Context: an optimization exercise on an open-source flow, tuned for small area. The choices shown serve that exercise and are no tape-out recipe. Function was checked by simulation only, so behaviour that the tests miss may differ from the original. Power is estimated from default activity; no workload was simulated.

$ cat design/flow/flow/mkmap.py
#!/usr/bin/env python3
# Write a Yosys techmap that replaces each combinational standard cell used in
# a netlist with its logic function, read from the Liberty file.
# usage: mkmap.py LIB NETLIST > map.v
import re, sys
lib = open(sys.argv[1]).read()
used = set(re.findall(r'\b(sky130_fd_sc_hd__\w+)\s+[\\\w$]', open(sys.argv[2]).read()))

def cell_body(name):
    m = re.search(r'cell\s*\(\s*"?%s"?\s*\)\s*\{' % re.escape(name), lib)
    i = m.end(); depth = 1
    while depth:
        c = lib[i]
        if c == '{': depth += 1
        elif c == '}': depth -= 1
        i += 1
    return lib[m.end():i-1]

def pins(body):
    out = []
    for m in re.finditer(r'\bpin\s*\(\s*"?(\w+)"?\s*\)\s*\{', body):
        i = m.end(); depth = 1
        while depth:
            c = body[i]
            if c == '{': depth += 1
            elif c == '}': depth -= 1
            i += 1
        pb = body[m.end():i-1]
        d = re.search(r'direction\s*:\s*"?(\w+)"?', pb).group(1)
        f = re.search(r'function\s*:\s*"([^"]*)"', pb)
        out.append((m.group(1), d, f.group(1) if f else None))
    return out

def expr(f):
    f = f.replace('!', '~')
    # liberty allows juxtaposition and '*' / '+' for and / or
    f = f.replace('*', '&').replace('+', '|')
    f = re.sub(r'(\w|\))\s+(?=[\w(~])', r'\1 & ', f)
    return f

for name in sorted(used):
    body = cell_body(name)
    if re.search(r'\b(ff|latch|statetable)\s*\(', body):
        continue
    ps = pins(body)
    outs = [p for p in ps if p[1] == 'output']
    if not outs or any(p[2] is None for p in outs):
        continue
    ins = [p for p in ps if p[1] == 'input']
    ports = [p[0] for p in ins] + [p[0] for p in outs]
    print('(* techmap_celltype = "%s" *)' % name)
    print('module _map_%s (%s);' % (name, ', '.join(ports)))
    for p in ins: print('  input %s;' % p[0])
    for p in outs: print('  output %s;' % p[0])
    for p in outs: print('  assign %s = %s;' % (p[0], expr(p[2])))
    print('endmodule')
$ cat design/flow/flow/resynth.abc
strash
&get -n
&dch -f
&nf -R 1000
&put
$ cat design/flow/config.mk
export PLATFORM = sky130hd
export DESIGN_NAME = ffm_servo_mixer
export DESIGN_NICKNAME = ffm_servo_mixer
export VERILOG_FILES = /design/flow/design.v
export SDC_FILE = /design/flow/constraint.sdc
export NUM_CORES = 4
export LEC_CHECK = 0
export ABC_AREA = 1
export CAP_MARGIN = 20
export CORE_MARGIN = 2
export CORE_UTILIZATION = 40
export SLEW_MARGIN = 20
$ cat design/flow/flow/run.sh
#!/bin/bash
# The standard layout, with three changes:
#  - after the standard synthesis, its combinational cells are re-mapped for
#    area (flow/resynth.sh); the registers stay exactly as synthesized;
#  - the port buffers use the smallest buffer cell;
#  - clock tree synthesis uses larger sink clusters and no dummy loads.
set -euo pipefail
export BUFFER_PORTS_ARGS="-buffer_cell sky130_fd_sc_hd__buf_1"
export CTS_ARGS="-sink_clustering_enable -repair_clock_nets -buf_list sky130_fd_sc_hd__clkbuf_8 -sink_clustering_size 16 -sink_clustering_max_diameter 50 -dont_use_dummy_load"
R=$PWD/orfs/results/$FLOW_PLATFORM/ffm_servo_mixer/base
LIB=$FLOW_HOME/platforms/$FLOW_PLATFORM/lib/sky130_fd_sc_hd__tt_025C_1v80.lib
bash standard.sh synth > flow_1_synth.log 2>&1
cp "$R/1_2_yosys.v" standard_synth.v
bash flow/resynth.sh standard_synth.v resynth.v "$LIB" flow_2_resynth.log
cp resynth.v "$R/1_2_yosys.v"
rm -f "$R/1_synth.odb" "$R/1_synth.sdc"
bash standard.sh > flow_3_layout.log 2>&1
$ cat design/flow/design.v
module ffm_servo_mixer (
    input  wire        clk,
    input  wire        rst,
    input  wire        rx_valid,
    input  wire [7:0]  rx_data,
    output wire [11:0] duty0,
    output wire [11:0] duty1,
    output wire [11:0] duty2,
    output wire [11:0] duty3,
    output wire [11:0] duty4,
    output wire [11:0] duty5,
    output wire [11:0] duty6,
    output wire [2:0]  dout,
    output wire [1:0]  drive_sel,
    output wire        kick
);
    reg  [7:0]  prev;            
    reg         sync;            
    reg  [4:0]  n;               
    reg  [15:0] acc;             
    reg  [11:0] w0, w1, w2, w3, w4, w5;   
    reg  [1:0]  mode;            
    reg  [1:0]  auxd;            
    reg  [13:0] q0, q1, q2, q3;  
    reg  [10:0] p0, p1, p2;      
    reg  [1:0]  sel_r;
    reg  [1:0]  dlo_r;
    reg         kick_r;
    function [15:0] radd(input [15:0] a, input [15:0] b, input ci);
        integer i;
        reg c;
        begin
            c = ci;
            for (i = 0; i < 16; i = i + 1) begin
                radd[i] = a[i] ^ b[i] ^ c;
                c = (a[i] & b[i]) | (a[i] & c) | (b[i] & c);
            end
        end
    endfunction
    function ult(input [15:0] a, input [15:0] b);
        integer i;
        reg c;
        begin
            c = 1'b0;
            for (i = 0; i < 16; i = i + 1)
                c = (~a[i] & b[i]) | (~(a[i] ^ b[i]) & c);
            ult = c;
        end
    endfunction
    function slt(input [15:0] a, input [15:0] b);
        slt = ult({~a[15], a[14:0]}, {~b[15], b[14:0]});
    endfunction
    wire        busy = !sync && (n != 5'd0);
    wire [15:0] n1f  = radd({11'd0, n}, 16'd1, 1'b0);
    wire [4:0]  n1   = n1f[4:0];
    wire        hdr    = (prev == 8'h20) && (rx_data == 8'h40);
    wire [11:0] word12 = {rx_data[3:0], prev};
    wire        rx_go  = rx_valid && !hdr && sync;       
    wire        odd    = n[0];
    wire [3:0]  pair   = n[4:1];
    wire        trl    = odd && (pair == 4'd14);
    wire        ck_ok  = (acc[7:0] == 8'd0) && (acc[15:8] == rx_data);
    wire m0 = (mode == 2'd0);
    wire m1 = (mode == 2'd1);
    wire m2 = (mode == 2'd2);
    wire s_duty = busy && (n == 5'd1 || n == 5'd3 || n == 5'd5);
    wire s_tp0  = busy && (n == 5'd2);
    wire s_tpa  = busy && (n == 5'd4 || n == 5'd6);
    wire s_cmp  = busy && (n == 5'd7 || n == 5'd15 || n == 5'd23 || n == 5'd27);
    wire s_wr   = busy && (n == 5'd8 || n == 5'd16 || n == 5'd24 || n == 5'd28);
    wire s_j8   = busy && (n == 5'd9);
    wire s_j16  = busy && (n == 5'd17);
    wire s_add  = busy && ((n == 5'd13 && m2) || (n == 5'd14 && m1));
    wire s_sub  = busy && ((n == 5'd21 && m2) || (n == 5'd22 && m1));
    wire s_raw  = busy && ((n == 5'd18 && m0) || n == 5'd26);
    wire s_last = busy && (n == 5'd28);
    wire rot    = busy && !(n == 5'd1 || n == 5'd3 || n == 5'd5 || n == 5'd7 || n == 5'd8 ||
                            n == 5'd15 || n == 5'd16 || n == 5'd23);
    wire pump   = busy && (n == 5'd7 || n == 5'd8);
    wire act    = (n == 5'd1 || n == 5'd2) ? 1'b1 : (n == 5'd3 || n == 5'd4) ? !m2 : !m1;
    wire        ngs  = ult(w0, 1500);
    wire        vbig = ult(w0, 1351) || !ult(w0, 1650);
    wire        dead = !ult(w0, 1451) && ult(w0, 1550);
    wire [12:0] vk   = ngs ? (vbig ? 13'd1400 : 13'd1452) : (vbig ? -13'd1600 : -13'd1548);
    wire [15:0] vr   = radd({3'd0, vk}, {3'd0, {1'b0, w0} ^ {13{ngs}}}, ngs);
    wire [11:0] cv   = dead ? 12'd0 : vbig ? vr[11:0] : {1'b0, vr[11:1]};
    wire [11:0] cvd  = (ult(w0, 901) || !ult(w0, 2100)) ? 12'd500 : cv;
    wire [15:0] sx   = pump ? {2'b00, q0} : {{2{q0[13]}}, q0};
    reg         r_use_t, r_dn;
    reg  [15:0] a_op, x_op;
    reg         neg;
    always @* begin
        a_op = acc; x_op = 16'd0; neg = 1'b0;
        if (!busy) begin
            if (hdr) a_op = 16'hFF9F;
            else begin x_op = {8'd0, rx_data}; neg = 1'b1; end
        end else if (s_duty) begin
            a_op = 16'd1500; x_op = act ? {4'd0, cvd} : 16'd0; neg = ngs && act;
        end else if (s_tp0) begin
            a_op = 16'd1500; x_op = {4'd0, cv};
        end else if (s_tpa) begin
            x_op = act ? {4'd0, cv} : 16'd0;
        end else if (s_cmp) begin
            x_op = sx; neg = 1'b1;
        end else if (s_wr) begin
            if (!r_use_t) begin
                a_op = r_dn ? (pump ? -16'd20 : -16'd10) : (pump ? 16'd20 : 16'd10);
                x_op = sx;
            end
        end else if (s_j8) begin
            a_op = m0 ? 16'd0 : -16'd1500; x_op = {4'd0, w0};
        end else if (s_j16) begin
            a_op = 16'd1500; x_op = {4'd0, w0};
        end else if (s_raw) begin
            a_op = 16'd0; x_op = {4'd0, w0};
        end else if (s_add) begin
            x_op = {4'd0, w0};
        end else if (s_sub) begin
            x_op = {4'd0, w0}; neg = 1'b1;
        end
    end
    wire [15:0] sum = radd(a_op, x_op ^ {16{neg}}, neg);
    wire [15:0] t    = acc;
    wire [15:0] dif  = sum;
    wire        snap = slt(1480, t) && slt(t, 1520) && (slt(1750, sx) || slt(sx, 1250));
    wire        up   = pump ? slt(20, dif) : slt(10, dif);
    wire        dn   = pump ? slt(dif, -16'sd20) : slt(dif, -16'sd10);
    always @(posedge clk) begin
        if (rst) begin
            prev   <= 8'h00;
            sync   <= 1'b0;
            n      <= 5'd0;
            q0     <= 14'd1500;
            q1     <= 14'd1500;
            q2     <= 14'd1500;
            q3     <= 14'd1500;
            p0     <= 11'd1500;
            p1     <= 11'd1500;
            p2     <= 11'd1500;
            sel_r  <= 2'd0;
            dlo_r  <= 2'd0;
            kick_r <= 1'b0;
        end else begin
            kick_r <= s_last;
            if (busy) begin
                n <= s_last ? 5'd0 : n1;
                if (rot) begin
                    w0 <= w1; w1 <= w2; w2 <= w3; w3 <= w4; w4 <= w5; w5 <= w0;
                end
                if (s_duty) begin
                    p0 <= p1; p1 <= p2; p2 <= sum[10:0];
                end
                if (s_tp0 || s_tpa || s_j8 || s_j16 || s_raw || s_add || s_sub)
                    acc <= sum;
                if (s_cmp) begin
                    r_use_t <= snap || !(up || dn);
                    r_dn    <= dn;
                end
                if (s_wr) begin
                    q0 <= q1; q1 <= q2; q2 <= q3; q3 <= sum[13:0];
                end
                if (s_last) begin
                    sel_r <= mode;
                    dlo_r <= auxd;
                end
            end else if (rx_valid) begin
                prev <= rx_data;
                if (hdr) begin
                    sync <= 1'b1;
                    n    <= 5'd0;
                    acc  <= sum;
                end else if (sync) begin
                    if (trl) begin
                        sync <= 1'b0;
                        if (ck_ok) begin
                            n    <= 5'd1;        
                            prev <= 8'h00;
                        end else begin
                            n    <= 5'd0;
                        end
                    end else begin
                        n   <= n1;
                        acc <= sum;
                        if (odd && ult({12'd0, pair}, 6)) begin
                            w0 <= w1; w1 <= w2; w2 <= w3; w3 <= w4; w4 <= w5;
                            w5 <= word12;
                        end
                        if (odd && pair == 4'd6)
                            mode <= ult(word12, 1300) ? 2'd0 :
                                    ult(1700, word12) ? 2'd2 : 2'd1;
                        if (odd && pair == 4'd7)
                            auxd <= {ult(1700, word12), !ult(word12, 1300)};
                    end
                end
            end
        end
    end
    function [10:0] dclamp(input [13:0] s);
        dclamp = slt({{2{s[13]}}, s}, 1000) ? 11'd1000 :
                 slt(2000, {{2{s[13]}}, s}) ? 11'd2000 : s[10:0];
    endfunction
    wire        pact = ult(1500, q0);
    wire [15:0] p60  = radd({2'b00, q0}, 16'd60, 1'b0);
    assign duty0 = {1'b0, p0};
    assign duty1 = {1'b0, p1};
    assign duty2 = {1'b0, p2};
    assign duty3 = {1'b0, !pact ? 11'd1500 : ult(1939, q0) ? 11'd2000 : p60[10:0]};
    assign duty4 = {1'b0, dclamp(q1)};
    assign duty5 = {1'b0, dclamp(q2)};
    assign duty6 = {1'b0, dclamp(q3)};
    assign dout      = {pact, dlo_r};
    assign drive_sel = sel_r;
    assign kick      = kick_r;
endmodule
$ cat design/flow/constraint.sdc
create_clock -name core_clock -period 20.0 [get_ports {clk}]
set_input_delay 4.0000 -clock core_clock [delete_from_list [all_inputs] [get_ports {clk}]]
set_output_delay 4.0000 -clock core_clock [all_outputs]
set_load 0.01 [all_outputs]
$ cat design/flow/standard.sh
#!/bin/bash
# synth_recipe.tcl (not shown) runs the flow's synth.tcl, then flattens the netlist and writes it again
# the make line also repeats each setting of config.mk as NAME=value (left out here)
make -C /OpenROAD-flow-scripts/flow DESIGN_CONFIG=/design/flow/config.mk WORK_HOME=/design/flow/orfs CLKGATE_MAP_FILE= SYNTH_SCRIPT=/design/flow/synth_recipe.tcl "${@:-finish}"
$ cat design/flow/flow/resynth.sh
#!/bin/bash
# Re-map the combinational logic of the standard synthesis netlist for area.
# Registers (their instances, names and cell types) are left untouched: only
# the combinational standard cells are turned back into logic and mapped
# again with ABC.
# usage: resynth.sh NETLIST_IN NETLIST_OUT LIB YOSYS_LOG
set -euo pipefail
IN=$1; OUT=$2; LIB=$3; LOG=$4
HERE=$(cd "$(dirname "$0")" && pwd)
DU=""
for c in $(grep -o 'sky130_fd_sc_hd__\(probe\|probec\|lpflow\)[a-z0-9_]*' "$FLOW_HOME/platforms/sky130hd/config.mk" | sort -u); do
  DU="$DU -dont_use $c"
done
python3 "$HERE/mkmap.py" "$LIB" "$IN" > cellmap.v
cat > resynth.ys <<EOT
read_liberty -lib $LIB
read_verilog $IN
hierarchy -top $FLOW_TOP
techmap -map cellmap.v
opt -purge
techmap
opt -fast -purge
abc -liberty $LIB $DU -script $HERE/resynth.abc
opt_clean -purge
hilomap -singleton -hicell sky130_fd_sc_hd__conb_1 HI -locell sky130_fd_sc_hd__conb_1 LO
insbuf -buf sky130_fd_sc_hd__buf_4 A X
splitnets
opt_clean -purge
stat -liberty $LIB
write_verilog -noattr -noexpr -nohex -nodec $OUT
EOT
yosys -l "$LOG" -q resynth.ys > /dev/null
==> results of run 1 <==
worst register-to-register path, delay by kind of cell, from the launching register on:
kind,cells,cell delay [ns]
AND/OR/NAND/NOR,10,1.59
adder cells (fa/ha/maj),3,1.07
AO/OA/AOI/OAI,17,3.30
flip-flops,1,0.44
XOR/XNOR,1,0.17
buffers and inverters,4,1.20
multiplexers,1,0.23
report_power, final:
group | leakage [nW] | internal, mW | switching (mW)
registers | 1.72 | 0.432 | 0.00186
logic | 1.73 | 0.00907 | 0.0215
clock network | 0.173 | 0.106 | 0.135
metrics by stage:
step,hold WS [ns],cells,power (mW)
final,0.389,1548,0.705
after global routing,0.394,1548,0.733
after CTS,0.382,1548,0.715
after detailed placement,0.405,1524,0.473
after global placement,0.401,1524,0.473
after floorplan,0.400,1106,0.461
layout make-up:
cell class / count / area, µm² / share of cell area
repair buffers: 103 / 432 / 0.0393
multi-input cells: 873 / 4760 / 0.433
inverters: 22 / 82.6 / 0.00751
flip-flops and latches: 202 / 4980 / 0.453
well taps: 324 / 405 / 0.0369
clock buffers: 24 / 330 / 0.0300
sequential cells by signal, indices dropped and copies added (netlist names), 2 cells and up:
register	count
p0	11
w4	12
w1	12
acc	16
n	5
q3	14
sel_r	2
w0	12
w3	12
q2	14
q1	14
w2	12
dlo_r	2
w5	12
prev	8
q0	14
auxd	2
p1	11
mode	2
p2	11
worst paths after layout:
kind / from / endpoint / slack [ns] / cells after the start
setup / recovery: rx_data[1] / r_use_t / 9.12 / 30
hold / removal: w5[10] / w4[10] / 0.39 / 0
setup reg to reg: n[3] / r_use_t / 11.77 / 36
hold reg to reg: w5[10] / w4[10] / 0.39 / 0
layer usage:
metal / vias up / wire, µm / GRT usage
met3: 52 / 1630 / 0.0328
met4: 0 / 769 / 0.0617
met1: 4081 / 12800 / 0.294
met2: 251 / 12500 / 0.339
met5: - / 0 / 0
li1: 4212 / - / -
==> results.tsv, run 1 <==
stage	metric	value	unit
power_and_ir_drop	leakagePower	3.62	nW
placement	gp_congestion	0.959	
floorplanning	die_height	161	µm
placement	port_buffers	92	
logic_synthesis	yosysWarnings	1	
timing	finalSetupTns	0	ns
floorplanning	io-pin-count	101	
final_layout	drive_above_1_share	0.0343	
clocking	post_cts_resize_count	0	
global_routing	grt_start_max_net_pins	73	
timing	setup_viol	0	
power_and_ir_drop	power-per-cell-area	64.1	nW/µm²
placement	hpwl	19500	µm
final_layout	fin_nets	1237	
clocking	cts_htree_levels	1	
timing	period_share	0.544	
clocking	cts_tree	done	
detailed_routing	via_count	8596	
timing	slew_headroom	0.303	
placement	dp_slack	8.61	ns
critical_path	crit_slowest_cell	a311oi_2	
logic_synthesis	syn_avg_cell_area	8.93	µm²
final_layout	antenna_cells	0	
clocking	cts_setup_buffers	0	
critical_path	start_kind	input port	
critical_path	critPathMaxFanout	12	
detailed_routing	drt-total-wl	27800	µm
timing	fin_skew	0.0661	ns
clocking	cts-hold-fix-buffers	0	
detailed_routing	drc	0	
floorplanning	dieWidth	161	µm
detailed_routing	drtIter0Drc	835	
global_routing	grt-ovfl-total	0	
clocking	clk_latency	0.56	ns
timing	hold_viol	0	
critical_path	cp-end-kind	register	
timing	worst_slack	9.12	ns
floorplanning	num_rows	57	
placement	postPlaceCellArea	10700	µm²
critical_path	slowest_delay	0.88	ns
min_path	hold_path_class	register to register	
timing	max_freq	0.0919	GHz
logic_synthesis	synth_area	9830	µm²
detailed_routing	detail_route.wl_per_cell	17.9	µm
critical_path	path_class	input port to register	
final_layout	fin_area	11000	µm²
critical_path	critPathArrivalTime	11.19	ns
final_layout	layout_common_cells	237 x nand2_1, 111 x a21oi_1, 109 x nor2_1	
timing	rsz0062_at_grt	no	
floorplanning	start_util	0.405	
flow_run	maxCapViolCount	0	
global_routing	antenna_found_initial	0	
timing	finalMaxSlewViolations	0	
timing	fin_crit	10.88	ns
final_layout	areaGrowthSynthToFinish	11.9	%
final_layout	fin_util	0.453	
global_routing	grt_usage	0.210	
detailed_routing	ant_nets	0	
critical_path	crit_path_frequent_cell	o21ai_0	
clocking	cts-root-buf	clkbuf_8	
floorplanning	core	24200	µm²
final_layout	fillers	2469	
global_routing	grt_pass1_wl	43900	µm
critical_path	crit_buf_inv	3	
critical_path	critPathTopFamily	compound AO/OA/AOI/OAI gates	
detailed_routing	detail_route.vias_per_cell	5.55	
critical_path	cp.required	20.31	ns
floorplanning	dieArea	25800	µm²
power_and_ir_drop	irDropWorstVdd	0.0000397	V
timing	worstMarginPinSlew	1.04	ns
logic_synthesis	syn_inst	1100	
global_routing	grt_pass1_vias	7953	
clocking	ctsLongestPathBuffers	3	
clocking	path_clk_slew	0.08	ns
clocking	cts.sinks	202	
clocking	numCtsBuffers	24	
status	status	complete, no violations	
detailed_routing	first_pass_iters	5	
final_layout	layout_commonest_cell	nand2_1	
==> inputs of run 2 (changes only) <==
--- a/design/flow/flow/run.sh
+++ b/design/flow/flow/run.sh
@@ -6,7 +6,7 @@
 #  - clock tree synthesis uses larger sink clusters and no dummy loads.
 set -euo pipefail
 export BUFFER_PORTS_ARGS="-buffer_cell sky130_fd_sc_hd__buf_1"
-export CTS_ARGS="-sink_clustering_enable -repair_clock_nets -buf_list sky130_fd_sc_hd__clkbuf_8 -sink_clustering_size 16 -sink_clustering_max_diameter 50 -dont_use_dummy_load"
+export CTS_ARGS="-sink_clustering_enable -repair_clock_nets -buf_list sky130_fd_sc_hd__clkbuf_8 -sink_clustering_size 20 -sink_clustering_max_diameter 50 -dont_use_dummy_load"
 R=$PWD/orfs/results/$FLOW_PLATFORM/ffm_servo_mixer/base
 LIB=$FLOW_HOME/platforms/$FLOW_PLATFORM/lib/sky130_fd_sc_hd__tt_025C_1v80.lib
 bash standard.sh synth > flow_1_synth.log 2>&1
--- a/design/flow/flow/resynth.sh
+++ b/design/flow/flow/resynth.sh
@@ -23,7 +23,7 @@
 abc -liberty $LIB $DU -script $HERE/resynth.abc
 opt_clean -purge
 hilomap -singleton -hicell sky130_fd_sc_hd__conb_1 HI -locell sky130_fd_sc_hd__conb_1 LO
-insbuf -buf sky130_fd_sc_hd__buf_4 A X
+insbuf -buf sky130_fd_sc_hd__buf_1 A X
 splitnets
 opt_clean -purge
 stat -liberty $LIB
--- a/design/flow/config.mk
+++ b/design/flow/config.mk
@@ -8,5 +8,5 @@
 export ABC_AREA = 1
 export CAP_MARGIN = 20
 export CORE_MARGIN = 2
-export CORE_UTILIZATION = 40
+export CORE_UTILIZATION = 60
 export SLEW_MARGIN = 20
==> run 2 against run 1 <==
Setup slack improved by 0.076 ns. First-iteration DRC count rose by 6.0%. Die area fell by 33%. Design area fell by 1.7%. Combinational power fell by 2%. Worst hold slack got worse by 0.024 ns. Core utilization rose by 22 points. Clock-buffer cell count fell by 4. Synthesized cell count did not move. Critical endpoint unchanged. Sequential share of layout area rose by 0.80 points. Final cell count fell by 7.2%.
==> results.tsv, run 2 <==
stage	metric	value	unit
final_layout	areaGrowthSynthToFinish	10.3	%
floorplanning	core	15900	µm²
global_routing	grt-ovfl-total	0	
critical_path	path_class	input port to register	
detailed_routing	drt-total-wl	25700	µm
floorplanning	num_rows	46	
detailed_routing	detail_route.vias_per_cell	6.07	
timing	slew_headroom	0.278	
critical_path	cp-startpoint	rx_data[1]	
timing	setup_viol	0	
detailed_routing	first_pass_iters	6	
final_layout	top_register	acc	
final_layout	largest_register_ffs	16	
critical_path	regToRegEndpoint	r_use_t	
clocking	cts_setup_buffers	0	
timing	finalSetupTns	0	ns
flow_run	maxCapViolCount	0	
timing	worstMarginPinSlew	1.08	ns
critical_path	critPathTopFamily	compound AO/OA/AOI/OAI gates	
critical_path	crit_path_frequent_cell	o21ai_0	
timing	period_share	0.540	
power_and_ir_drop	power-per-cell-area	62.7	nW/µm²
detailed_routing	via_count	8717	
final_layout	fillers	1357	
placement	hpwl	17900	µm
final_layout	fin_util	0.678	
global_routing	antenna_found_initial	0	
timing	fin_skew	0.0616	ns
timing	rsz0062_at_grt	no	
timing	max_freq	0.0925	GHz
floorplanning	dieWidth	132	µm
global_routing	grt_pass1_wl	40700	µm
power_and_ir_drop	irDropWorstVdd	0.0000566	V
clocking	clk_latency	0.54	ns
final_layout	fin_nets	1233	
floorplanning	die_height	132	µm
critical_path	critPathArrivalTime	11.06	ns
clocking	path_clk_slew	0.07	ns
logic_synthesis	synth_area	9790	µm²
global_routing	grt_pass1_vias	7707	
detailed_routing	detail_route.wl_per_cell	17.9	µm
clocking	numCtsBuffers	20	
floorplanning	io-pin-count	101	
global_routing	grt-busiest-layer	met2	
clocking	post_cts_resize_count	0	
timing	finalMaxSlewViolations	0	
final_layout	layout_common_cells	237 x nand2_1, 111 x a21oi_1, 109 x nor2_1	
min_path	hold_path_class	register to register	
clocking	cts.sinks	202	
global_routing	grt_use_met1	0.431	
global_routing	grtUsageMet3	0.0400	
timing	hold_viol	0	
logic_synthesis	syn_inst	1100	
status	status	complete, no violations	
critical_path	cp-end-kind	register	
critical_path	critPathMaxFanout	12	
detailed_routing	ant_nets	0	
global_routing	grt_usage	0.288	
critical_path	critical_path_cell_count	30	
critical_path	reg2reg_slack	11.73	ns
clocking	cts-hold-fix-buffers	0	
global_routing	met2_usage	0.436	
global_routing	grt_start_max_net_pins	73	
clocking	cts-root-buf	clkbuf_8	
critical_path	cp.required	20.26	ns
logic_synthesis	syn_avg_cell_area	8.90	µm²
placement	port_buffers	92	
power_and_ir_drop	leakagePower	3.60	nW
critical_path	slowest_delay	0.93	ns
placement	gp_congestion	0.977	
critical_path	critPathCapture	r_use_t	
critical_path	crit_buf_inv	3	
detailed_routing	drtIter0Drc	885	
clocking	cts_htree_levels	1	
logic_synthesis	yosysWarnings	1	
detailed_routing	drc	0	
timing	fin_crit	10.81	ns
floorplanning	dieArea	17400	µm²
critical_path	start_kind	input port	
critical_path	crit_slowest_cell	a311oi_2	
final_layout	layout_commonest_cell	nand2_1	
final_layout	drive_above_1_share	0.0311	
critical_path	r2r_start	n[4]	
floorplanning	start_util	0.614	
critical_path	reg2regPathDepth	31	
clocking	ctsLongestPathBuffers	3	
clocking	cts_tree	done	
final_layout	antenna_cells	0	
run 2: routing by layer:
layer  wire length, µm  vias to the layer above
met2             11300                      400
met3              2040                       55
met5                 0                        -
li1                  -                     4209
met1             11600                     4053
met4               802                        0
run 2: cell type report:
type	instances	area (µm²)	area share
Multi-Input combinational cell	873	4760	0.440
Inverter	22	82.6	0.00764
Sequential cell	202	4980	0.461
Tap cell	216	270	0.0250
Timing Repair Buffer	103	432	0.0400
Clock buffer	20	275	0.0255
run 2: how the worst min path moves through the flow:
stage,start,endpoint,slack (ns),cells past startpoint
6_report,w4[11],w3[11],0.37,0
5_1_grt,w4[11],w3[11],0.38,0
4_1_cts,w4[11],w3[11],0.36,0
3_5_place_dp,w1[7],w0[7],0.40,0
3_3_place_gp,w1[1],w0[1],0.40,0
2_1_floorplan,w1[0],w0[0],0.40,0
run 2: power breakdown:
| part | internal (mW) | leakage (nW) | switching (mW) | total, mW |
|---|---|---|---|---|
| logic | 0.00896 | 1.73 | 0.0211 | 0.0301 |
| registers | 0.431 | 1.72 | 0.00200 | 0.433 |
| clock network | 0.0891 | 0.144 | 0.125 | 0.214 |
| total | 0.529 | 3.60 | 0.148 | 0.678 |
run 2: through the flow:
| stage | power, mW | hold WS [ns] | instance area (µm²) | worst slack (ns) | std cells |
|---|---|---|---|---|---|
| floorplan | 0.461 | 0.400 | 9820 | 7.37 | 1106 |
| global placement | 0.472 | 0.401 | 10500 | 9.02 | 1416 |
| detailed placement | 0.472 | 0.405 | 10500 | 8.78 | 1416 |
| CTS | 0.682 | 0.363 | 10800 | 9.31 | 1436 |
| global route | 0.699 | 0.378 | 10800 | 8.34 | 1436 |
| finish | 0.678 | 0.366 | 10800 | 9.19 | 1436 |
==> inputs of run 3 (changes only) <==
--- a/design/flow/flow/run.sh
+++ b/design/flow/flow/run.sh
@@ -6,7 +6,7 @@
 #  - clock tree synthesis uses larger sink clusters and no dummy loads.
 set -euo pipefail
 export BUFFER_PORTS_ARGS="-buffer_cell sky130_fd_sc_hd__buf_1"
-export CTS_ARGS="-sink_clustering_enable -repair_clock_nets -buf_list sky130_fd_sc_hd__clkbuf_8 -sink_clustering_size 20 -sink_clustering_max_diameter 50 -dont_use_dummy_load"
+export CTS_ARGS="-sink_clustering_enable -repair_clock_nets -buf_list sky130_fd_sc_hd__clkbuf_4 -sink_clustering_size 12 -sink_clustering_max_diameter 45 -dont_use_dummy_load"
 R=$PWD/orfs/results/$FLOW_PLATFORM/ffm_servo_mixer/base
 LIB=$FLOW_HOME/platforms/$FLOW_PLATFORM/lib/sky130_fd_sc_hd__tt_025C_1v80.lib
 bash standard.sh synth > flow_1_synth.log 2>&1
--- a/design/flow/config.mk
+++ b/design/flow/config.mk
@@ -8,5 +8,5 @@
 export ABC_AREA = 1
 export CAP_MARGIN = 20
 export CORE_MARGIN = 2
-export CORE_UTILIZATION = 60
+export CORE_UTILIZATION = 40
 export SLEW_MARGIN = 20
==> run 3 against run 2 <==
Core utilization is 23 points lower. Setup slack better by 0.83 ns. Worst hold slack better by 0.033 ns. Clock power is 11% lower.
==> results.tsv, run 3 <==
stage	metric	value	unit
detailed_routing	via_count	8587	
timing	rsz0062_at_grt	no	
critical_path	cp.required	20.40	ns
timing	setup_viol	0	
clocking	clk_latency	0.68	ns
floorplanning	dieArea	25800	µm²
power_and_ir_drop	power-per-cell-area	60.2	nW/µm²
timing	fin_skew	0.0691	ns
clocking	cts.sinks	202	
critical_path	path_class	input port to register	
global_routing	grt_pass1_wl	43300	µm
timing	max_freq	0.100	GHz
min_path	min_from	w2[0]	
detailed_routing	first_pass_iters	6	
critical_path	start_kind	input port	
final_layout	largest_register_ffs	16	
timing	finalSetupTns	0	ns
detailed_routing	drtIter0Drc	740	
critical_path	crit_slowest_cell	and2_0	
clocking	cts-root-buf	clkbuf_4	
timing	hold_viol	0	
global_routing	grt-ovfl-total	0	
detailed_routing	drt-total-wl	27300	µm
clocking	numCtsBuffers	28	
final_layout	fin_nets	1242	
critical_path	cp-startpoint	rx_data[1]	
timing	fin_crit	9.97	ns
detailed_routing	ant_nets	0	
power_and_ir_drop	irDropWorstVdd	0.0000338	V
power_and_ir_drop	power	0.655	mW
global_routing	grt_usage	0.208	
floorplanning	io-pin-count	101	
clocking	cts_setup_buffers	0	
floorplanning	dieWidth	160	µm
min_path	hold_path_class	register to register	
final_layout	top_register	acc	
detailed_routing	drc	0	
critical_path	cp-end-kind	register	
flow_run	maxCapViolCount	0	
clocking	post_cts_resize_count	0	
timing	slew_headroom	0.403	
floorplanning	die_height	160	µm
power_and_ir_drop	leakagePower	3.59	nW
global_routing	grt_start_max_net_pins	73	
floorplanning	num_rows	57	
detailed_routing	detail_route.wl_per_cell	17.6	µm
critical_path	crit_path_frequent_cell	o21ai_0	
clocking	path_clk_slew	0.10	ns
clocking	cts_htree_levels	1	
critical_path	r2r_start	n[4]	
final_layout	fin_util	0.450	
placement	gp_congestion	0.938	
logic_synthesis	syn_inst	1100	
floorplanning	start_util	0.405	
placement	port_buffers	92	
global_routing	antenna_found_initial	1	
final_layout	drive_above_1_share	0.0382	
final_layout	areaGrowthSynthToFinish	11.1	%
logic_synthesis	synth_area	9790	µm²
timing	period_share	0.499	
final_layout	layout_commonest_cell	nand2_1	
placement	hpwl	19300	µm
global_routing	grt_pass1_vias	8073	
clocking	cts_tree	done	
floorplanning	core	24200	µm²
critical_path	slowest_delay	0.42	ns
logic_synthesis	syn_avg_cell_area	8.90	µm²
clocking	ctsLongestPathBuffers	3	
detailed_routing	detail_route.vias_per_cell	5.53	
final_layout	fillers	2448	
final_layout	layout_common_cells	237 x nand2_1, 111 x a21oi_1, 109 x nor2_1	
timing	worstMarginPinSlew	0.895	ns
status	status	complete, no violations	
clocking	cts-hold-fix-buffers	0	
critical_path	critPathArrivalTime	10.38	ns
timing	finalMaxSlewViolations	0	
logic_synthesis	yosysWarnings	1	
critical_path	critPathMaxFanout	12	
[run 3: cell count changes in the layout (fill, tap and decap cells not counted), sizes merged]
cell and change:
diode +1, clkbuf +8, buf +1
[run 3: final timing paths]
path | slack (ns) | depth (start not counted) | endpoint
min | 0.40 | 0 | w1[0]
min reg2reg | 0.40 | 0 | w1[0]
max | 10.03 | 31 | r_use_t
max reg2reg | 12.09 | 35 | r_use_t
[run 3: stage by stage]
step	area (µm²)	hold WS [ns]	setup slack [ns]	cells
detailed placement	10700	0.405	9.42	1525
finish	10900	0.399	10.03	1554
CTS	10900	0.393	10.15	1553
global placement	10700	0.401	9.60	1525
global route	10900	0.404	9.27	1554
floorplan	9820	0.400	7.37	1106
[run 3: critical path: cells and delay by family]
kind	cells	cell delay, ns
fa+ha+maj	3	1.07
compound gates	11	2.21
xor+xnor	1	0.17
simple gates	11	1.92
mux	1	0.23
buf+inv	4	0.75
[run 3: power by group]
part           switching, mW  internal, mW  total (mW)
logic                 0.0214       0.00899      0.0304
registers            0.00184         0.431       0.433
clock network          0.128        0.0637       0.191
total                  0.151         0.504       0.655
[run 3: layer usage]
| metal | global-route usage | wire [µm] |
|---|---|---|
| met5 | 0 | 0 |
| met3 | 0.0292 | 1620 |
| met1 | 0.289 | 12400 |
| met4 | 0.0622 | 783 |
| met2 | 0.339 | 12500 |
[run 3: area by class of cell]
type,instances,area (µm²),share of cell area
multi-input combinational,873,4760,0.437
sequential,202,4980,0.458
timing repair buffer,104,439,0.0404
tap,324,405,0.0373
antenna,1,2.50,0.000230
clock buffer,28,210,0.0193
inverter,22,82.6,0.00759
==> inputs of run 4 (changes only) <==
--- a/design/flow/flow/run.sh
+++ b/design/flow/flow/run.sh
@@ -6,7 +6,7 @@
 #  - clock tree synthesis uses larger sink clusters and no dummy loads.
 set -euo pipefail
 export BUFFER_PORTS_ARGS="-buffer_cell sky130_fd_sc_hd__buf_1"
-export CTS_ARGS="-sink_clustering_enable -repair_clock_nets -buf_list sky130_fd_sc_hd__clkbuf_4 -sink_clustering_size 12 -sink_clustering_max_diameter 45 -dont_use_dummy_load"
+export CTS_ARGS="-sink_clustering_enable -repair_clock_nets -buf_list sky130_fd_sc_hd__clkbuf_4 -sink_clustering_size 10 -sink_clustering_max_diameter 40 -dont_use_dummy_load"
 R=$PWD/orfs/results/$FLOW_PLATFORM/ffm_servo_mixer/base
 LIB=$FLOW_HOME/platforms/$FLOW_PLATFORM/lib/sky130_fd_sc_hd__tt_025C_1v80.lib
 bash standard.sh synth > flow_1_synth.log 2>&1
--- a/design/flow/config.mk
+++ b/design/flow/config.mk
@@ -8,5 +8,5 @@
 export ABC_AREA = 1
 export CAP_MARGIN = 20
 export CORE_MARGIN = 2
-export CORE_UTILIZATION = 40
+export CORE_UTILIZATION = 60
 export SLEW_MARGIN = 20
==> run 4 against run 3 <==
Global-route usage is 8.1 points higher. Clock skew is 0.019 ns lower. Sequential power hardly changed. Largest cell class unchanged.
==> results.tsv, run 4 <==
stage	metric	value	unit
detailed_routing	drt-total-wl	25800	µm
power_and_ir_drop	power	0.653	mW
min_path	holdPathStages	0	
detailed_routing	first_pass_iters	5	
global_routing	grt_pass1_wl	40700	µm
timing	finalMaxSlewViolations	0	
flow_run	maxCapViolCount	0	
detailed_routing	detail_route.vias_per_cell	6.06	
power_and_ir_drop	leakagePower	3.59	nW
floorplanning	start_util	0.614	
logic_synthesis	yosysWarnings	1	
detailed_routing	drtIter0Drc	868	
floorplanning	core	15900	µm²
critical_path	critPathMaxFanout	12	
clocking	cts_tree	done	
power_and_ir_drop	power-per-cell-area	60.7	nW/µm²
timing	finalSetupTns	0	ns
clocking	cts-root-buf	clkbuf_4	
critical_path	critPathArrivalTime	11.06	ns
timing	slew_headroom	0.279	
placement	hpwl	17900	µm
power_and_ir_drop	irDropWorstVdd	0.0000392	V
floorplanning	dieArea	17400	µm²
clocking	post_cts_resize_count	0	
final_layout	fin_nets	1242	
critical_path	crit_path_frequent_cell	o21ai_0	
min_path	min_from	w4[1]	
detailed_routing	detail_route.wl_per_cell	17.8	µm
critical_path	r2r_start	n[4]	
timing	max_freq	0.0936	GHz
timing	worstMarginPinSlew	1.08	ns
min_path	hold_path_class	register to register	
clocking	cts-hold-fix-buffers	0	
timing	rsz0062_at_grt	no	
critical_path	path_class	input port to register	
timing	fin_crit	10.68	ns
critical_path	reg2regPathDepth	31	
logic_synthesis	synth_area	9790	µm²
critical_path	reg2reg_slack	11.81	ns
status	status	complete, no violations	
critical_path	slowest_delay	0.93	ns
clocking	path_clk_slew	0.09	ns
floorplanning	io-pin-count	101	
final_layout	largest_register_ffs	16	
clocking	numCtsBuffers	29	
detailed_routing	via_count	8756	
final_layout	layout_common_cells	237 x nand2_1, 111 x a21oi_1, 109 x nor2_1	
global_routing	grt_pass1_vias	7818	
clocking	ctsLongestPathBuffers	3	
final_layout	layout_commonest_cell	nand2_1	
placement	port_buffers	92	
floorplanning	die_height	132	µm
global_routing	grt_usage	0.289	
final_layout	drive_above_1_share	0.0382	
critical_path	start_kind	input port	
global_routing	antenna_found_initial	1	
critical_path	regToRegEndpoint	r_use_t	
critical_path	crit_slowest_cell	a311oi_2	
critical_path	cp-end-kind	register	
floorplanning	num_rows	46	
floorplanning	dieWidth	132	µm
logic_synthesis	syn_avg_cell_area	8.90	µm²
clocking	cts_htree_levels	1	
logic_synthesis	syn_inst	1100	
timing	period_share	0.534	
timing	setup_viol	0	
global_routing	grt-ovfl-total	0	
global_routing	grt_start_max_net_pins	73	
final_layout	top_register	acc	
final_layout	areaGrowthSynthToFinish	9.75	%
detailed_routing	drc	0	
clocking	cts.sinks	202	
clocking	clk_latency	0.65	ns
placement	gp_congestion	0.977	
critical_path	cp.required	20.38	ns
timing	hold_viol	0	
detailed_routing	ant_nets	0	
timing	fin_skew	0.0503	ns
min_path	min_to	w3[1]	
clocking	cts_setup_buffers	0	
-- run 4: routing by layer --
| layer | vias to the layer above | track usage | routed length, µm |
|---|---|---|---|
| met5 | - | 0 | 0 |
| met4 | 0 | 0.0924 | 740 |
| met3 | 60 | 0.0507 | 2260 |
| met2 | 379 | 0.435 | 11200 |
| met1 | 4081 | 0.427 | 11600 |
| li1 | 4236 | - | - |
-- run 4: area by class of cell --
class / instances / area, µm²
inverter: 22 / 82.6
sequential: 202 / 4980
multi-input combinational: 873 / 4760
tap: 216 / 270
timing repair buffer: 103 / 432
fill: 1368 / 5190
antenna: 1 / 2.50
clock buffer: 29 / 218
-- run 4: where the power goes --
| part | internal (mW) | switching, mW | total [mW] |
|---|---|---|---|
| clock network | 0.0660 | 0.124 | 0.190 |
| registers | 0.431 | 0.00198 | 0.433 |
| logic | 0.00896 | 0.0211 | 0.0300 |
-- run 4: through the flow --
stage	std cells	instance area, µm²	setup slack (ns)	hold slack, ns	util
3_3_place_gp	1416	10500	9.02	0.401	0.660
5_1_grt	1446	10700	8.46	0.383	0.674
2_1_floorplan	1106	9820	7.37	0.400	-
6_report	1446	10700	9.32	0.383	0.674
4_1_cts	1445	10700	9.47	0.384	0.674
3_5_place_dp	1416	10500	8.78	0.405	0.660
-- run 4: worst max-delay path by stage --
stage	end	from	cells past startpoint	slack, ns
after floorplan	w0[0]	rx_data[6]	6	7.37
after global routing	r_use_t	rx_data[1]	31	8.46
final	r_use_t	rx_data[1]	30	9.32
after global placement	r_use_t	rx_data[1]	30	9.02
after detailed placement	r_use_t	rx_data[1]	30	8.78
after CTS	r_use_t	rx_data[1]	30	9.47
-- run 4: critical path, delay by kind of cell --
family / cells / cell delay (ns)
compound gates: 11 / 2.94
xor+xnor: 1 / 0.17
fa+ha+maj: 3 / 1.06
buf+inv: 3 / 0.75
mux: 1 / 0.23
simple gates: 11 / 1.90
==> inputs of run 5 (changes only) <==
--- a/design/flow/config.mk
+++ b/design/flow/config.mk
@@ -6,7 +6,7 @@
 export NUM_CORES = 4
 export LEC_CHECK = 0
 export ABC_AREA = 1
-export CAP_MARGIN = 20
+export CAP_MARGIN = 10
 export CORE_MARGIN = 2
 export CORE_UTILIZATION = 60
-export SLEW_MARGIN = 20
+export SLEW_MARGIN = 10
==> run 5 against run 4 <==
Still clean. Sequential share of layout area unchanged. Setup slack unchanged. Clock-buffer cell count unchanged. Sequential power about the same. Largest power group unchanged.
==> results.tsv, run 5 <==
stage	metric	value	unit
detailed_routing	detail_route.vias_per_cell	6.06	
timing	finalSetupTns	0	ns
final_layout	drive_above_1_share	0.0382	
clocking	cts_setup_buffers	0	
critical_path	r2r_start	n[4]	
final_layout	fin_util	0.674	
timing	worstMarginPinSlew	1.08	ns
clocking	cts-root-buf	clkbuf_4	
logic_synthesis	yosysWarnings	1	
clocking	ctsLongestPathBuffers	3	
critical_path	path_class	input port to register	
global_routing	grt-ovfl-total	0	
floorplanning	io-pin-count	101	
critical_path	critPathArrivalTime	11.06	ns
final_layout	areaGrowthSynthToFinish	9.75	%
placement	postPlaceCellArea	10500	µm²
flow_run	maxCapViolCount	0	
detailed_routing	drt-total-wl	25800	µm
timing	period_share	0.534	
clocking	clk_latency	0.65	ns
critical_path	crit_buf_inv	3	
critical_path	critPathCapture	r_use_t	
final_layout	fin_area	10700	µm²
placement	hpwl	17900	µm
global_routing	grt_usage	0.289	
final_layout	layout_common_cells	237 x nand2_1, 111 x a21oi_1, 109 x nor2_1	
critical_path	cp-end-kind	register	
detailed_routing	drc	0	
detailed_routing	ant_nets	0	
critical_path	regToRegEndpoint	r_use_t	
timing	fin_crit	10.68	ns
clocking	post_cts_resize_count	0	
clocking	cts.sinks	202	
critical_path	cp.required	20.38	ns
critical_path	start_kind	input port	
logic_synthesis	synth_area	9790	µm²
critical_path	reg2reg_slack	11.81	ns
clocking	numCtsBuffers	29	
logic_synthesis	syn_avg_cell_area	8.90	µm²
global_routing	grt_pass1_vias	7818	
floorplanning	core	15900	µm²
timing	finalMaxSlewViolations	0	
timing	hold_viol	0	
floorplanning	die_height	132	µm
final_layout	layout_commonest_cell	nand2_1	
timing	whs	0.383	ns
detailed_routing	detail_route.wl_per_cell	17.8	µm
critical_path	critical_path_cell_count	30	
clocking	cts_htree_levels	1	
status	status	complete, no violations	
clocking	cts-hold-fix-buffers	0	
timing	fin_skew	0.0503	ns
final_layout	fin_nets	1242	
placement	gp_congestion	0.977	
critical_path	reg2regPathDepth	31	
detailed_routing	drtIter0Drc	868	
placement	port_buffers	92	
critical_path	crit_path_frequent_cell	o21ai_0	
floorplanning	start_util	0.614	
global_routing	grt_start_max_net_pins	73	
logic_synthesis	syn_inst	1100	
power_and_ir_drop	leakagePower	3.59	nW
timing	rsz0062_at_grt	no	
floorplanning	dieArea	17400	µm²
power_and_ir_drop	power	0.653	mW
power_and_ir_drop	power-per-cell-area	60.7	nW/µm²
timing	setup_viol	0	
detailed_routing	via_count	8756	
min_path	hold_path_class	register to register	
detailed_routing	first_pass_iters	5	
floorplanning	dieWidth	132	µm
final_layout	largest_register_ffs	16	
timing	max_freq	0.0936	GHz
critical_path	crit_slowest_cell	a311oi_2	
floorplanning	num_rows	46	
global_routing	antenna_found_initial	1	
power_and_ir_drop	irDropWorstVdd	0.0000392	V
min_path	holdPathStages	0	
clocking	cts_tree	done	
critical_path	cp-startpoint	rx_data[1]	
critical_path	slowest_delay	0.93	ns
global_routing	grt_pass1_wl	40700	µm
critical_path	critPathMaxFanout	12	
final_layout	top_register	acc	
clocking	path_clk_slew	0.09	ns
critical_path	critPathTopFamily	compound AO/OA/AOI/OAI gates	
timing	slew_headroom	0.279	
==> run 5: routing by layer <==
layer  up-vias  track usage  part of all wire
met2       379        0.435              0.43
li1       4236            -                 -
met4         0       0.0924             0.029
met1      4081        0.427              0.45
met5         -            0                 0
met3        60       0.0507             0.088
==> run 5: power by group <==
part           total [mW]  switching, mW  internal [mW]  leakage (nW)
logic              0.0300         0.0211        0.00896          1.73
clock network       0.190          0.124         0.0660         0.133
registers           0.433        0.00198          0.431          1.72
total               0.653          0.147          0.506          3.59
==> run 5: through the flow <==
stage / instances / setup WS, ns
after floorplan: 1106 / 7.37
after global placement: 1416 / 9.02
after detailed placement: 1416 / 8.78
after CTS: 1445 / 9.47
after global routing: 1446 / 8.46
final: 1446 / 9.32
==> run 5: worst min-delay path by stage <==
| stage | start | end | slack (ns) |
|---|---|---|---|
| global placement | w1[1] | w0[1] | 0.40 |
| finish | w4[1] | w3[1] | 0.38 |
| detailed placement | w1[7] | w0[7] | 0.40 |
| global route | w4[1] | w3[1] | 0.38 |
| floorplan | w1[0] | w0[0] | 0.40 |
| CTS | w4[1] | w3[1] | 0.38 |
==> run 5: worst reg2reg max path, delay by kind of cell, from the launching register on <==
| family | cells | cell delay, ns |
|---|---|---|
| DFF | 1 | 0.46 |
| and+or+nand+nor | 10 | 1.65 |
| xor gates and xnor gates | 1 | 0.17 |
| muxes | 1 | 0.23 |
| adders and majority gates | 3 | 1.06 |
| buffers and inverters | 3 | 0.90 |
| AOI/OAI and AO/OA | 13 | 3.46 |
==> run 5: cell type report <==
type	instances	area, µm²
tap	216	270
multi-input combinational	873	4760
fill	1368	5190
sequential	202	4980
clock buffer	29	218
antenna	1	2.50
inverter	22	82.6
timing repair buffer	103	432
==> inputs of run 6 (changes only) <==
--- a/design/flow/config.mk
+++ b/design/flow/config.mk
@@ -6,7 +6,7 @@
 export NUM_CORES = 4
 export LEC_CHECK = 0
 export ABC_AREA = 1
-export CAP_MARGIN = 10
+export CAP_MARGIN = 5
 export CORE_MARGIN = 2
-export CORE_UTILIZATION = 60
-export SLEW_MARGIN = 10
+export CORE_UTILIZATION = 70
+export SLEW_MARGIN = 5
==> run 6 against run 5 <==
Routed wire length grew 9.2%. Worst hold slack lost 0.017 ns. Non-clock buffer count grew 1. Clock power is essentially flat. Setup slack gained 0.74 ns. Largest cell class unchanged. Highest routed layer unchanged.
==> results.tsv, run 6 <==
stage	metric	value	unit
status	status	complete, no violations	
clocking	cts_tree	done	
detailed_routing	detail_route.vias_per_cell	6.61	
floorplanning	io-pin-count	101	
clocking	cts-root-buf	clkbuf_4	
final_layout	multiInputGateArea	4760	µm²
timing	finalSetupTns	0	ns
timing	period_share	0.497	
critical_path	critPathArrivalTime	10.38	ns
clocking	cts_htree_levels	1	
power_and_ir_drop	power	0.654	mW
detailed_routing	drc	0	
final_layout	areaGrowthSynthToFinish	9.19	%
floorplanning	dieWidth	122	µm
global_routing	grt_start_max_net_pins	88	
final_layout	fillers	979	
detailed_routing	ant_nets	0	
final_layout	antenna_cells	0	
clocking	cts_setup_buffers	0	
final_layout	top_register	acc	
power_and_ir_drop	irDropWorstVdd	0.0000551	V
placement	gp_congestion	1.01	
clocking	clk_latency	0.69	ns
detailed_routing	via_count	9301	
critical_path	critPathMaxFanout	12	
critical_path	path_class	input port to register	
detailed_routing	detail_route.wl_per_cell	20.0	µm
timing	slew_headroom	0.348	
clocking	numCtsBuffers	27	
global_routing	grt-ovfl-total	0	
timing	worstMarginPinSlew	0.969	ns
timing	fin_crit	9.93	ns
final_layout	largest_register_ffs	16	
final_layout	layout_commonest_cell	nand2_1	
global_routing	grt_usage	0.384	
timing	fin_skew	0.105	ns
critical_path	cp-end-kind	register	
critical_path	crit_path_frequent_cell	o21ai_0	
critical_path	reg2reg_slack	11.97	ns
floorplanning	num_rows	43	
logic_synthesis	syn_inst	1100	
timing	setup_viol	0	
power_and_ir_drop	leakagePower	3.58	nW
clocking	ctsLongestPathBuffers	3	
critical_path	start_kind	input port	
timing	hold_viol	0	
power_and_ir_drop	power-per-cell-area	61.1	nW/µm²
logic_synthesis	synth_area	9790	µm²
clocking	cts-hold-fix-buffers	0	
final_layout	layout_common_cells	237 x nand2_1, 111 x a21oi_1, 109 x nor2_1	
global_routing	antenna_found_initial	0	
timing	rsz0062_at_grt	no	
timing	finalMaxSlewViolations	0	
min_path	hold_path_class	register to register	
global_routing	grt_pass1_wl	44600	µm
critical_path	crit_slowest_cell	and2_0	
global_routing	grt_pass1_vias	8458	
floorplanning	dieArea	15000	µm²
floorplanning	die_height	122	µm
placement	port_buffers	92	
critical_path	slowest_delay	0.42	ns
detailed_routing	drt-total-wl	28100	µm
placement	dp.cells	1381	
detailed_routing	drtIter0Drc	1512	
floorplanning	start_util	0.711	
logic_synthesis	yosysWarnings	1	
final_layout	register_area	4980	µm²
timing	max_freq	0.101	GHz
detailed_routing	first_pass_iters	6	
final_layout	fin_nets	1241	
flow_run	maxCapViolCount	0	
clocking	post_cts_resize_count	0	
critical_path	cp.required	20.45	ns
floorplanning	core	13800	µm²
final_layout	drive_above_1_share	0.0375	
clocking	cts.sinks	202	
logic_synthesis	syn_avg_cell_area	8.90	µm²
final_layout	fin_cells	1408	
clocking	path_clk_slew	0.10	ns
placement	hpwl	20100	µm
==> run 6: changes by cell type in the layout (fill, tap and decap cells not counted) <==
cell      previous run  this run
buf_4               11        12
clkbuf_4            30        28
diode_2              1         0
==> run 6: worst max-delay path: cells and delay by family <==
| kind | cells | cell delay, ns |
|---|---|---|
| AOI/OAI and AO/OA | 12 | 2.51 |
| muxes | 1 | 0.23 |
| and+or+nand+nor | 10 | 1.81 |
| adders and majority gates | 3 | 1.07 |
| xor gates and xnor gates | 1 | 0.11 |
| buffers and inverters | 3 | 0.64 |
==> run 6: final timing paths <==
| check | startpoint | end | depth (start not counted) |
|---|---|---|---|
| setup reg to reg | n[3] | r_use_t | 34 |
| setup / recovery | rx_data[1] | r_use_t | 30 |
| hold reg to reg | w5[10] | w4[10] | 0 |
| hold / removal | w5[10] | w4[10] | 0 |
==> run 6: per-layer routing <==
layer  vias to the layer above  routed length, µm  global-route usage  part of all wire
li1                       4221                  -                   -                 -
met1                      4341              10800               0.515              0.38
met2                       613              13300               0.615              0.47
met3                       126               2860              0.0841              0.10
met4                         0               1240               0.144             0.044
met5                         -                  0                   0                 0
==> run 6: cell type report <==
type                            count  share of cell area
Sequential cell                   202               0.466
Multi-Input combinational cell    873               0.445
Timing Repair Buffer              104              0.0411
Tap cell                          180              0.0211
Clock buffer                       27              0.0190
Inverter                           22             0.00772
==> run 6: report_power, final <==
part	switching, mW	total (mW)	internal [mW]	leakage (nW)
Clock	0.128	0.189	0.0616	0.124
Sequential	0.00207	0.433	0.431	1.72
Combinational	0.0217	0.0307	0.00900	1.74
Total	0.152	0.654	0.502	3.58
==> run 6: through the flow <==
step	setup WS, ns	instance area [µm²]	util	hold WS, ns
global route	9.33	10700	0.776	0.363
floorplan	7.37	9820	-	0.400
detailed placement	9.43	10500	0.762	0.405
global placement	9.63	10500	0.762	0.400
finish	10.07	10700	0.776	0.366
CTS	10.14	10700	0.776	0.382
==> inputs of run 7 (changes only) <==
--- a/design/flow/flow/run.sh
+++ b/design/flow/flow/run.sh
@@ -6,7 +6,7 @@
 #  - clock tree synthesis uses larger sink clusters and no dummy loads.
 set -euo pipefail
 export BUFFER_PORTS_ARGS="-buffer_cell sky130_fd_sc_hd__buf_1"
-export CTS_ARGS="-sink_clustering_enable -repair_clock_nets -buf_list sky130_fd_sc_hd__clkbuf_4 -sink_clustering_size 10 -sink_clustering_max_diameter 40 -dont_use_dummy_load"
+export CTS_ARGS="-sink_clustering_enable -repair_clock_nets -buf_list sky130_fd_sc_hd__clkbuf_16 -sink_clustering_size 25 -sink_clustering_max_diameter 60 -dont_use_dummy_load"
 R=$PWD/orfs/results/$FLOW_PLATFORM/ffm_servo_mixer/base
 LIB=$FLOW_HOME/platforms/$FLOW_PLATFORM/lib/sky130_fd_sc_hd__tt_025C_1v80.lib
 bash standard.sh synth > flow_1_synth.log 2>&1
--- a/design/flow/flow/resynth.sh
+++ b/design/flow/flow/resynth.sh
@@ -23,7 +23,7 @@
 abc -liberty $LIB $DU -script $HERE/resynth.abc
 opt_clean -purge
 hilomap -singleton -hicell sky130_fd_sc_hd__conb_1 HI -locell sky130_fd_sc_hd__conb_1 LO
-insbuf -buf sky130_fd_sc_hd__buf_1 A X
+insbuf -buf sky130_fd_sc_hd__buf_4 A X
 splitnets
 opt_clean -purge
 stat -liberty $LIB
--- a/design/flow/config.mk
+++ b/design/flow/config.mk
@@ -6,7 +6,7 @@
 export NUM_CORES = 4
 export LEC_CHECK = 0
 export ABC_AREA = 1
-export CAP_MARGIN = 5
+export CAP_MARGIN = 20
 export CORE_MARGIN = 2
-export CORE_UTILIZATION = 70
-export SLEW_MARGIN = 5
+export CORE_UTILIZATION = 40
+export SLEW_MARGIN = 20
==> run 7 against run 6 <==
Sequential share of layout area fell by 1.8 points. Via count fell by 7.4%. Still clean on timing, DRC and antenna. Critical path type unchanged. Die area rose by 73%. Register-to-register slack got worse by 0.16 ns.
==> results.tsv, run 7 <==
stage	metric	value	unit
logic_synthesis	synth_area	9830	µm²
detailed_routing	detail_route.vias_per_cell	5.58	
timing	slew_headroom	0.318	
final_layout	fin_area	11100	µm²
placement	port_buffers	92	
logic_synthesis	syn_inst	1100	
global_routing	grt_pass1_vias	7921	
logic_synthesis	syn_avg_cell_area	8.93	µm²
flow_run	maxCapViolCount	0	
floorplanning	dieArea	25800	µm²
power_and_ir_drop	power-per-cell-area	68.4	nW/µm²
final_layout	layout_common_cells	237 x nand2_1, 111 x a21oi_1, 109 x nor2_1	
critical_path	path_class	input port to register	
timing	finalMaxSlewViolations	0	
timing	worstMarginPinSlew	1.02	ns
status	status	complete, no violations	
final_layout	top_register	acc	
detailed_routing	drc	0	
clocking	cts_htree_levels	1	
critical_path	cp-end-kind	register	
critical_path	critPathMaxFanout	12	
detailed_routing	detail_route.wl_per_cell	17.9	µm
clocking	ctsLongestPathBuffers	3	
clocking	cts-root-buf	clkbuf_16	
clocking	path_clk_slew	0.09	ns
final_layout	fin_util	0.458	
timing	period_share	0.547	
global_routing	antenna_found_initial	0	
final_layout	antenna_cells	0	
floorplanning	num_rows	57	
clocking	cts-hold-fix-buffers	0	
placement	postPlaceCellArea	10700	µm²
min_path	hold_path_class	register to register	
final_layout	fin_nets	1231	
clocking	cts_tree	done	
final_layout	drive_above_1_share	0.0296	
timing	setup_viol	0	
global_routing	grt_pass1_wl	43700	µm
placement	gp_congestion	0.959	
floorplanning	core	24200	µm²
timing	finalSetupTns	0	ns
timing	whs	0.400	ns
timing	fin_crit	10.94	ns
clocking	post_cts_resize_count	0	
power_and_ir_drop	irDropWorstVdd	0.0000485	V
critical_path	crit_path_frequent_cell	o21ai_0	
global_routing	grt-ovfl-total	0	
power_and_ir_drop	leakagePower	3.67	nW
clocking	clk_latency	0.52	ns
critical_path	crit_slowest_cell	a311oi_2	
global_routing	grt_start_max_net_pins	73	
detailed_routing	drtIter0Drc	902	
clocking	numCtsBuffers	18	
final_layout	areaGrowthSynthToFinish	13.1	%
detailed_routing	via_count	8612	
critical_path	critPathArrivalTime	11.21	ns
detailed_routing	drt-total-wl	27700	µm
critical_path	start_kind	input port	
final_layout	largest_register_ffs	16	
global_routing	grt_usage	0.211	
logic_synthesis	yosysWarnings	1	
final_layout	layout_commonest_cell	nand2_1	
floorplanning	dieWidth	161	µm
detailed_routing	first_pass_iters	5	
timing	hold_viol	0	
timing	rsz0062_at_grt	no	
floorplanning	die_height	161	µm
placement	hpwl	19500	µm
timing	fin_skew	0.0572	ns
critical_path	slowest_delay	0.89	ns
timing	max_freq	0.0914	GHz
floorplanning	start_util	0.405	
clocking	cts_setup_buffers	0	
clocking	cts.sinks	202	
critical_path	cp.required	20.27	ns
detailed_routing	ant_nets	0	
floorplanning	io-pin-count	101	
## run 7: report_power, final
| group | internal, mW | leakage [nW] | switching [mW] |
|---|---|---|---|
| combinational | 0.00907 | 1.73 | 0.0216 |
| sequential | 0.432 | 1.72 | 0.00187 |
| clock | 0.159 | 0.222 | 0.137 |
| total | 0.600 | 3.67 | 0.161 |
## run 7: critical path: cells and delay by family
family          cells  cell delay, ns
fa+ha+maj           3            1.06
simple gates       11            1.97
xor+xnor            1            0.17
compound gates     11            3.01
buf+inv             3            0.76
mux                 1            0.23
## run 7: routing by layer
metal,GRT usage,up-vias,share of wire
met3,0.0331,55,0.060
met2,0.338,262,0.45
met1,0.293,4087,0.46
li1,-,4208,-
met5,0,-,0
met4,0.0657,0,0.030
## run 7: path summary, 6_finish.rpt
check	start	endpoint	slack [ns]	depth (start not counted)
setup / recovery	rx_data[1]	r_use_t	9.06	30
hold / removal	w4[9]	w3[9]	0.40	0
setup reg to reg	n[3]	r_use_t	11.81	36
hold reg to reg	w4[9]	w3[9]	0.40	0
## run 7: final cells by class
| type | count | area [µm²] |
|---|---|---|
| Inverter | 22 | 82.6 |
| Timing Repair Buffer | 103 | 432 |
| Tap cell | 324 | 405 |
| Clock buffer | 18 | 450 |
| Multi-Input combinational cell | 873 | 4760 |
| Fill cell | 2457 | 13100 |
| Sequential cell | 202 | 4980 |
## run 7: through the flow
step / total power, mW / std cells / setup WS [ns]
after floorplan: 0.461 / 1106 / 7.37
after global placement: 0.473 / 1524 / 9.00
after detailed placement: 0.473 / 1524 / 8.61
after CTS: 0.771 / 1542 / 9.13
after global routing: 0.790 / 1542 / 8.27
final: 0.760 / 1542 / 9.06

port drivers added, routing unchanged:
The results above use ideal ports. As a check the final layouts listed here were re-extracted and re-timed, cells and wires unchanged.
Step 1, drivers: a clkbuf_16 drives clk and a buf_2 each remaining input, both assumed.
Step 2 adds t to the input delays and takes it off the output delays; t is the mean of the earliest and latest rising clock arrival at the registers after step 1. Input paths then give back, and output paths get back, about the clock's delay inside the block.
a / b / c = no drivers / after step 1 / after step 2; a / b = the first two.
run | t, ns | slack for setup (ns) | worst setup path after step 2 | cell pins on the clock port's net
run 1 | 0.576 | 9.118 / 9.142 / 8.566 | input to register | 1
run 2 | 0.542 | 9.193 / 9.209 / 8.667 | input to register | 1
run 3 | 0.691 | 10.026 / 10.049 / 9.358 | input to register | 1
run 4 | 0.664 | 9.321 / 9.342 / 8.678 | input to register | 1
run 5 | 0.664 | 9.321 / 9.342 / 8.678 | input to register | 1
run 6 | 0.674 | 10.066 / 10.082 / 9.408 | input to register | 1
run 7 | 0.535 | 9.064 / 9.091 / 8.555 | input to register | 1
After both steps every run listed still meets setup and hold. The setup slack of run 3, which loses most, moves by +0.023 ns with the drivers and by -0.668 ns with both steps.
